This is an optimization exercise on Yosys and OpenROAD, whose aim is small area and a short achievable clock period, not a production implementation. RTL that was checked went through simulation tests only; none was proved equivalent to the original. Power is estimated from default activity; no workload was simulated.

Design kojisan_scale, start of the top module:
module kojisan_scale (
    input  wire        clk,
    input  wire        rst,
    input  wire        in_valid,
    input  wire        in_sel,
    input  wire [15:0] in_raw,
    output reg         out_valid,
    output reg         out_sel,
    output reg  [31:0] out_q
);
Size in the first run: roughly 690 cells after synthesis, about 78 flip-flops, about 54 I/O pins, ~5600 um2 of cells after synthesis.
==> module kojisan_scale, before the edit <==
module kojisan_scale (
    input  wire        clk,
    input  wire        rst,
    input  wire        in_valid,
    input  wire        in_sel,
    input  wire [15:0] in_raw,
    output reg         out_valid,
    output reg         out_sel,
    output reg  [31:0] out_q
);
    reg [15:0] r1; reg s1, v1;
    reg [23:0] n2; reg s2, v2;
    wire [18:0] p5  = {1'b0, r1, 2'b00} + {3'b000, r1};
    wire [20:0] p25 = {p5, 2'b00} + {2'b00, p5};
    wire [23:0] n = s1 ? {1'b0, p25, 2'b00} : ({p25, 3'b000} - {3'b000, p25});
    wire [56:0] w = {1'b0, n2, 8'd0, n2} + {17'd0, n2, 16'd0}
                  + (s2 ? 57'h000000001000000 : 57'h1d3000001000000);
    always @(posedge clk) begin
        if (rst) begin v1 <= 1'b0; v2 <= 1'b0; out_valid <= 1'b0; end
        else begin v1 <= in_valid; v2 <= v1; out_valid <= v2; end
        r1 <= in_raw; s1 <= in_sel;
        n2 <= n;      s2 <= s1;
        out_q <= w[56:25]; out_sel <= s2;
    end
endmodule
==> flow/config.mk <==
export PLATFORM = sky130hd
export DESIGN_NAME = kojisan_scale
export DESIGN_NICKNAME = kojisan_scale
export VERILOG_FILES = /design/flow/design.v
export SDC_FILE = /design/flow/constraint.sdc
export NUM_CORES = 4
export LEC_CHECK = 0
export CAP_MARGIN = 20
export CORE_MARGIN = 2
export CORE_UTILIZATION = 40
export SLEW_MARGIN = 20
==> flow/constraint.sdc <==
create_clock -name core_clock -period 10.0 [get_ports {clk}]
set_input_delay 2.0000 -clock core_clock [delete_from_list [all_inputs] [get_ports {clk}]]
set_output_delay 2.0000 -clock core_clock [all_outputs]
set_load 0.01 [all_outputs]
run.sh (not shown) runs the stock make flow with config.mk's settings and CLKGATE_MAP_FILE= SYNTH_SCRIPT=/design/flow/synth_recipe.tcl, a recipe that flattens the netlist after the stock synthesis.
Change:
==> flow/design.v (replaced) <==
module kojisan_scale (
    input  wire        clk,
    input  wire        rst,
    input  wire        in_valid,
    input  wire        in_sel,
    input  wire [15:0] in_raw,
    output reg         out_valid,
    output reg         out_sel,
    output reg  [31:0] out_q
);
    reg [15:0] r1; reg s1, v1;
    reg [20:0] p2; reg s2, v2;
    reg [23:0] n3; reg s3, v3;
    wire [20:0] p25 = {1'b0, r1, 4'b0000} + {2'b00, r1, 3'b000} + {5'b00000, r1};
    wire [23:0] n = s2 ? {1'b0, p2, 2'b00} : ({p2, 3'b000} - {3'b000, p2});
    wire [9:0]  cs  = {2'b00, n3[23:16]} + {1'b0, n3[8:0]};
    wire        c25 = |cs[9:8];
    wire [31:0] q0  = {1'b0, n3, 7'd0} + {17'd0, n3[23:9]} + {31'd0, c25};
    wire [31:0] q   = {q0[31:23] + (s3 ? 9'd0 : 9'h1D3), q0[22:0]};
    always @(posedge clk) begin
        if (rst) begin v1 <= 1'b0; v2 <= 1'b0; v3 <= 1'b0; out_valid <= 1'b0; end
        else begin v1 <= in_valid; v2 <= v1; v3 <= v2; out_valid <= v3; end
        r1 <= in_raw; s1 <= in_sel;
        p2 <= p25;    s2 <= s1;
        n3 <= n;      s3 <= s2;
        out_q <= q;   out_sel <= s3;
    end
endmodule
Outcome: Area after synthesis fell by 3.8%. Clock-buffer cell count rose by 2. Worst setup slack is better by 1.6 ns. Global-route usage fell by 1.8 points. Sequential share of layout area rose by 7.8 points. Fmax rose by about 33%. Routed wire length fell by about 15%. Combinational power fell by about 34%. Final cell count fell by about 12%. Sequential power rose by about 30%. Critical path depth fell by 8. Total power fell by 15%. Hold slack is worse by 0.0041 ns. Core utilization rose by 0.86 points.
Function was not checked in any run of this note: the RTL went through the layout flow alone.

== rev 12 ==
Another version of the RTL of kojisan_scale (not shown whole).
Size in the first run: about 430 cells after synthesis, about 100 flip-flops, about 54 I/O pins, roughly 5000 sq um of cells after synthesis.
==> module kojisan_scale, before the edit <==
module kojisan_scale (
    input  wire        clk,
    input  wire        rst,
    input  wire        in_valid,
    input  wire        in_sel,
    input  wire [15:0] in_raw,
    output reg         out_valid,
    output reg         out_sel,
    output reg  [31:0] out_q
);
    function automatic [31:0] bkadd(input [31:0] a, input [31:0] b, input cin);
        reg [31:0] g, p, x;
        integer l, i;
        begin
            x = a ^ b;
            g = a & b;
            p = x;
            g[0] = g[0] | (p[0] & cin);
            for (l = 0; l < 5; l = l + 1)
                for (i = 0; i < 32; i = i + 1)
                    if ((i % (2 << l)) == (2 << l) - 1) begin
                        g[i] = g[i] | (p[i] & g[i - (1 << l)]);
                        p[i] = p[i] & p[i - (1 << l)];
                    end
            for (l = 3; l >= 0; l = l - 1)
                for (i = 0; i < 32; i = i + 1)
                    if (i >= (3 << l) - 1 && (i % (2 << l)) == (1 << l) - 1) begin
                        g[i] = g[i] | (p[i] & g[i - (1 << l)]);
                        p[i] = p[i] & p[i - (1 << l)];
                    end
            bkadd = x ^ {g[30:0], cin};
        end
    endfunction
    function automatic [63:0] bkadd64(input [63:0] a, input [63:0] b, input cin);
        reg [63:0] g, p, x;
        integer l, i;
        begin
            x = a ^ b;
            g = a & b;
            p = x;
            g[0] = g[0] | (p[0] & cin);
            for (l = 0; l < 6; l = l + 1)
                for (i = 0; i < 64; i = i + 1)
                    if ((i % (2 << l)) == (2 << l) - 1) begin
                        g[i] = g[i] | (p[i] & g[i - (1 << l)]);
                        p[i] = p[i] & p[i - (1 << l)];
                    end
            for (l = 4; l >= 0; l = l - 1)
                for (i = 0; i < 64; i = i + 1)
                    if (i >= (3 << l) - 1 && (i % (2 << l)) == (1 << l) - 1) begin
                        g[i] = g[i] | (p[i] & g[i - (1 << l)]);
                        p[i] = p[i] & p[i - (1 << l)];
                    end
            bkadd64 = x ^ {g[62:0], cin};
        end
    endfunction
    reg [15:0] r1; reg s1, v1;
    reg [20:0] p2; reg s2, v2;
    reg [23:0] n3; reg s3, v3;
    wire [20:0] p25 = {1'b0, r1, 4'b0000} + {2'b00, r1, 3'b000} + {5'b00000, r1};
    wire [31:0] pp  = {11'd0, p2};
    wire [31:0] n   = bkadd(pp << 3, ~(s2 ? pp << 2 : pp), 1'b1);
    wire [63:0] w   = bkadd64({23'd0, 1'b0, n3, 8'h01, n3[23:16]},
                              {23'd0, s3 ? 9'h000 : 9'h1D3, 8'h00, n3}, 1'b0);
    always @(posedge clk) begin
        if (rst) begin v1 <= 1'b0; v2 <= 1'b0; v3 <= 1'b0; out_valid <= 1'b0; end
        else begin v1 <= in_valid; v2 <= v1; v3 <= v2; out_valid <= v3; end
        r1 <= in_raw; s1 <= in_sel;
        p2 <= p25;       s2 <= s1;
        n3 <= n[23:0];   s3 <= s2;
        out_q <= w[40:9]; out_sel <= s3;
    end
endmodule
Settings: LEC_CHECK=0, CAP_MARGIN=20, CORE_MARGIN=2, CORE_UTILIZATION=40, CTS_BUF_LIST=sky130_fd_sc_hd__clkbuf_8, CTS_CLUSTER_DIAMETER=100, CTS_CLUSTER_SIZE=40, SLEW_MARGIN=20; clock period 10.0 ns.
standard.sh (not shown) runs the stock make flow with config.mk's settings and CLKGATE_MAP_FILE= SYNTH_SCRIPT=/design/flow/synth_recipe.tcl, a recipe that flattens the netlist after the stock synthesis.
==> flow/flow/run.sh <==
#!/bin/bash
set -euo pipefail
export BUFFER_PORTS_ARGS="-buffer_cell sky130_fd_sc_hd__buf_1"
bash standard.sh finish > standard_flow.log 2>&1
Setup changes, rev 12 to rev 13
==> flow/design.v <==
module kojisan_scale (
    input  wire        clk,
    input  wire        rst,
    input  wire        in_valid,
    input  wire        in_sel,
    input  wire [15:0] in_raw,
    output reg         out_valid,
    output reg         out_sel,
    output reg  [31:0] out_q
);
    reg [15:0] r1; reg s1, v1;
    reg [20:0] p2; reg s2, v2;
    reg [23:0] n3; reg s3, v3;
    wire [20:0] p25 = {1'b0, r1, 4'b0000} + {2'b00, r1, 3'b000} + {5'b00000, r1};
    wire [23:0] n = s2 ? {1'b0, p2, 2'b00} : ({p2, 3'b000} - {3'b000, p2});
    wire [56:0] w = {1'b0, n3, 8'd0, n3} + {17'd0, n3, 16'd0}
                  + (s3 ? 57'h000000001000000 : 57'h1d3000001000000);
    always @(posedge clk) begin
        if (rst) begin v1 <= 1'b0; v2 <= 1'b0; v3 <= 1'b0; out_valid <= 1'b0; end
        else begin v1 <= in_valid; v2 <= v1; v3 <= v2; out_valid <= v3; end
        r1 <= in_raw; s1 <= in_sel;
        p2 <= p25;    s2 <= s1;
        n3 <= n;      s3 <= s2;
        out_q <= w[56:25]; out_sel <= s3;
    end
endmodule
Results
In summary, rev 13 completed successfully, with a layout that passed the timing, DRC and antenna checks.
Rev 13 vs. rev 12: area added between synthesis and finish decreased 1.3 points, total power increased 230 uW, net load switching power increased 23%.
Per the comparison of rev 13 with rev 12, leakage dissipation now sits lower; fraction of the core area covered by cells at the end of the flow decreased 0.86 points; fraction of power consumed by the clock network saw a decrease; detailed-route via count +982.
Sequential share of power, rev 13 and rev 12, lower one = rev 13.
Delta (rev 13 minus rev 12): via count of the first global-routing pass +about 26%; depth of the most critical reg-to-reg path -2; post-placement cell count +150; worst path arrival time -0.21 ns.
No functional check of the RTL was part of rev 12.

north:
kojisan_scale, a different RTL version from the one above (not shown whole).
Size: roughly 54 I/O pins, roughly 6900 µm² of cells after synthesis.
// kojisan_scale
module kojisan_scale (
    input  wire        clk,
    input  wire        rst,
    input  wire        in_valid,
    input  wire        in_sel,
    input  wire [15:0] in_raw,
    output reg         out_valid,
    output reg         out_sel,
    output reg  [31:0] out_q
);
    reg [15:0] r1; reg s1, v1;
    reg [20:0] p2; reg s2, v2;
    reg [23:0] n3; reg s3, v3;
    wire [18:0] p5  = {1'b0, r1, 2'b00} + {3'b000, r1};
    wire [20:0] p25 = {p5, 2'b00} + {2'b00, p5};
    wire [23:0] n = s2 ? {1'b0, p2, 2'b00} : ({p2, 3'b000} - {3'b000, p2});
    wire [56:0] w = {1'b0, n3, 8'd0, n3} + {17'd0, n3, 16'd0}
                  + (s3 ? 57'h000000001000000 : 57'h1d3000001000000);
    always @(posedge clk) begin
        if (rst) begin v1 <= 1'b0; v2 <= 1'b0; v3 <= 1'b0; out_valid <= 1'b0; end
        else begin v1 <= in_valid; v2 <= v1; v3 <= v2; out_valid <= v3; end
        r1 <= in_raw; s1 <= in_sel;
        p2 <= p25;    s2 <= s1;
        n3 <= n;      s3 <= s2;
        out_q <= w[56:25]; out_sel <= s3;
    end
endmodule
==> module kojisan_scale, before the edit <==
module kojisan_scale (
    input  wire        clk,
    input  wire        rst,
    input  wire        in_valid,
    input  wire        in_sel,
    input  wire [15:0] in_raw,
    output reg         out_valid,
    output reg         out_sel,
    output reg  [31:0] out_q
);
    reg [15:0] r1; reg s1, v1;
    reg [20:0] p2; reg s2, v2;
    reg [23:0] n3; reg s3, v3;
    wire [18:0] p5  = {1'b0, r1, 2'b00} + {3'b000, r1};
    wire [20:0] p25 = {p5, 2'b00} + {2'b00, p5};
    wire [23:0] n = s2 ? {1'b0, p2, 2'b00} : ({p2, 3'b000} - {3'b000, p2});
    wire [56:0] w = {1'b0, n3, 8'd0, n3} + {17'd0, n3, 16'd0}
                  + (s3 ? 57'h000000001000000 : 57'h1d3000001000000);
    always @(posedge clk) begin
        if (rst) begin v1 <= 1'b0; v2 <= 1'b0; v3 <= 1'b0; out_valid <= 1'b0; end
        else begin v1 <= in_valid; v2 <= v1; v3 <= v2; out_valid <= v3; end
        r1 <= in_raw; s1 <= in_sel;
        p2 <= p25;    s2 <= s1;
        n3 <= n;      s3 <= s2;
        out_q <= w[56:25]; out_sel <= s3;
    end
endmodule
export LEC_CHECK = 0
export ABC_AREA = 1
export CAP_MARGIN = 20
export CORE_MARGIN = 2
export CORE_UTILIZATION = 40
export SLEW_MARGIN = 20
create_clock -name core_clock -period 10.0 [get_ports {clk}]
run.sh (not shown) runs the stock make flow with config.mk's settings and CLKGATE_MAP_FILE= SYNTH_SCRIPT=/design/flow/synth_recipe.tcl, a recipe that flattens the netlist after the stock synthesis.
Stock flow here: none of the scripts above is used.
The inputs of south differ from those of north as listed below.
==> flow/design.v <==
module kojisan_scale (
    input  wire        clk,
    input  wire        rst,
    input  wire        in_valid,
    input  wire        in_sel,
    input  wire [15:0] in_raw,
    output reg         out_valid,
    output reg         out_sel,
    output reg  [31:0] out_q
);
    reg [15:0] r1; reg s1, v1;
    reg [20:0] p2; reg s2, v2;
    reg [23:0] n3; reg s3, v3;
    wire [20:0] p25 = {1'b0, r1, 4'b0000} + {2'b00, r1, 3'b000} + {5'b00000, r1};
    wire [23:0] n = s2 ? {1'b0, p2, 2'b00} : ({p2, 3'b000} - {3'b000, p2});
    wire [9:0]  cs  = {2'b00, n3[23:16]} + {1'b0, n3[8:0]};
    wire        c25 = |cs[9:8];
    wire [31:0] q0  = {1'b0, n3, 7'd0} + {17'd0, n3[23:9]} + {31'd0, c25};
    wire [31:0] q   = {q0[31:23] + (s3 ? 9'd0 : 9'h1D3), q0[22:0]};
    always @(posedge clk) begin
        if (rst) begin v1 <= 1'b0; v2 <= 1'b0; v3 <= 1'b0; out_valid <= 1'b0; end
        else begin v1 <= in_valid; v2 <= v1; v3 <= v2; out_valid <= v3; end
        r1 <= in_raw; s1 <= in_sel;
        p2 <= p25;    s2 <= s1;
        n3 <= n;      s3 <= s2;
        out_q <= q;   out_sel <= s3;
    end
endmodule
[summary]
Higher clock power share goes to south over north. Compare south and north | post-synthesis to final-layout area growth higher: south. Re number of diodes added for antenna fixing: no difference whatsoever between north and south. south contains fewer vias than north. On largest incremental delay on the critical path: south sits below north.
No functional check of the RTL was part of any run of this note.

re-timing with driven ports:
The flow's constraints put no driver on any port. The routed layouts listed below were extracted and timed again, unchanged, in two steps.
Step 1: set_driving_cell puts a clkbuf_16 on clk and a buf_2 on each other input, an assumption about the parent block.
Step 2 moves the port delays by t, midway between the first and last clock arrival at a register: inputs arrive t later, outputs are due t later. That takes back most of the time a late clock gives input paths.
Slacks: ideal ports / drivers / drivers and shift; pairs: ideal ports / drivers.
run | shift t [ns] | slack for setup (ns) | worst register clock-pin slew, ns | worst slew at a driven data input, ns
the first run of note 1 | 0.376 | 3.556 / 3.556 / 3.556 | 0.07 / 0.07 | 0.04
the second run of note 1 | 0.383 | 5.155 / 5.155 / 5.155 | 0.07 / 0.07 | 0.03
rev 12 | 0.410 | 6.878 / 6.878 / 6.878 | 0.10 / 0.10 | 0.03
rev 13 | 0.408 | 7.018 / 7.018 / 7.018 | 0.10 / 0.10 | 0.03
north | 0.391 | 6.812 / 6.769 / 6.870 | 0.07 / 0.07 | 0.03
south | 0.391 | 6.090 / 6.090 / 6.090 | 0.07 / 0.07 | 0.03
After both steps every run listed still meets setup and hold.
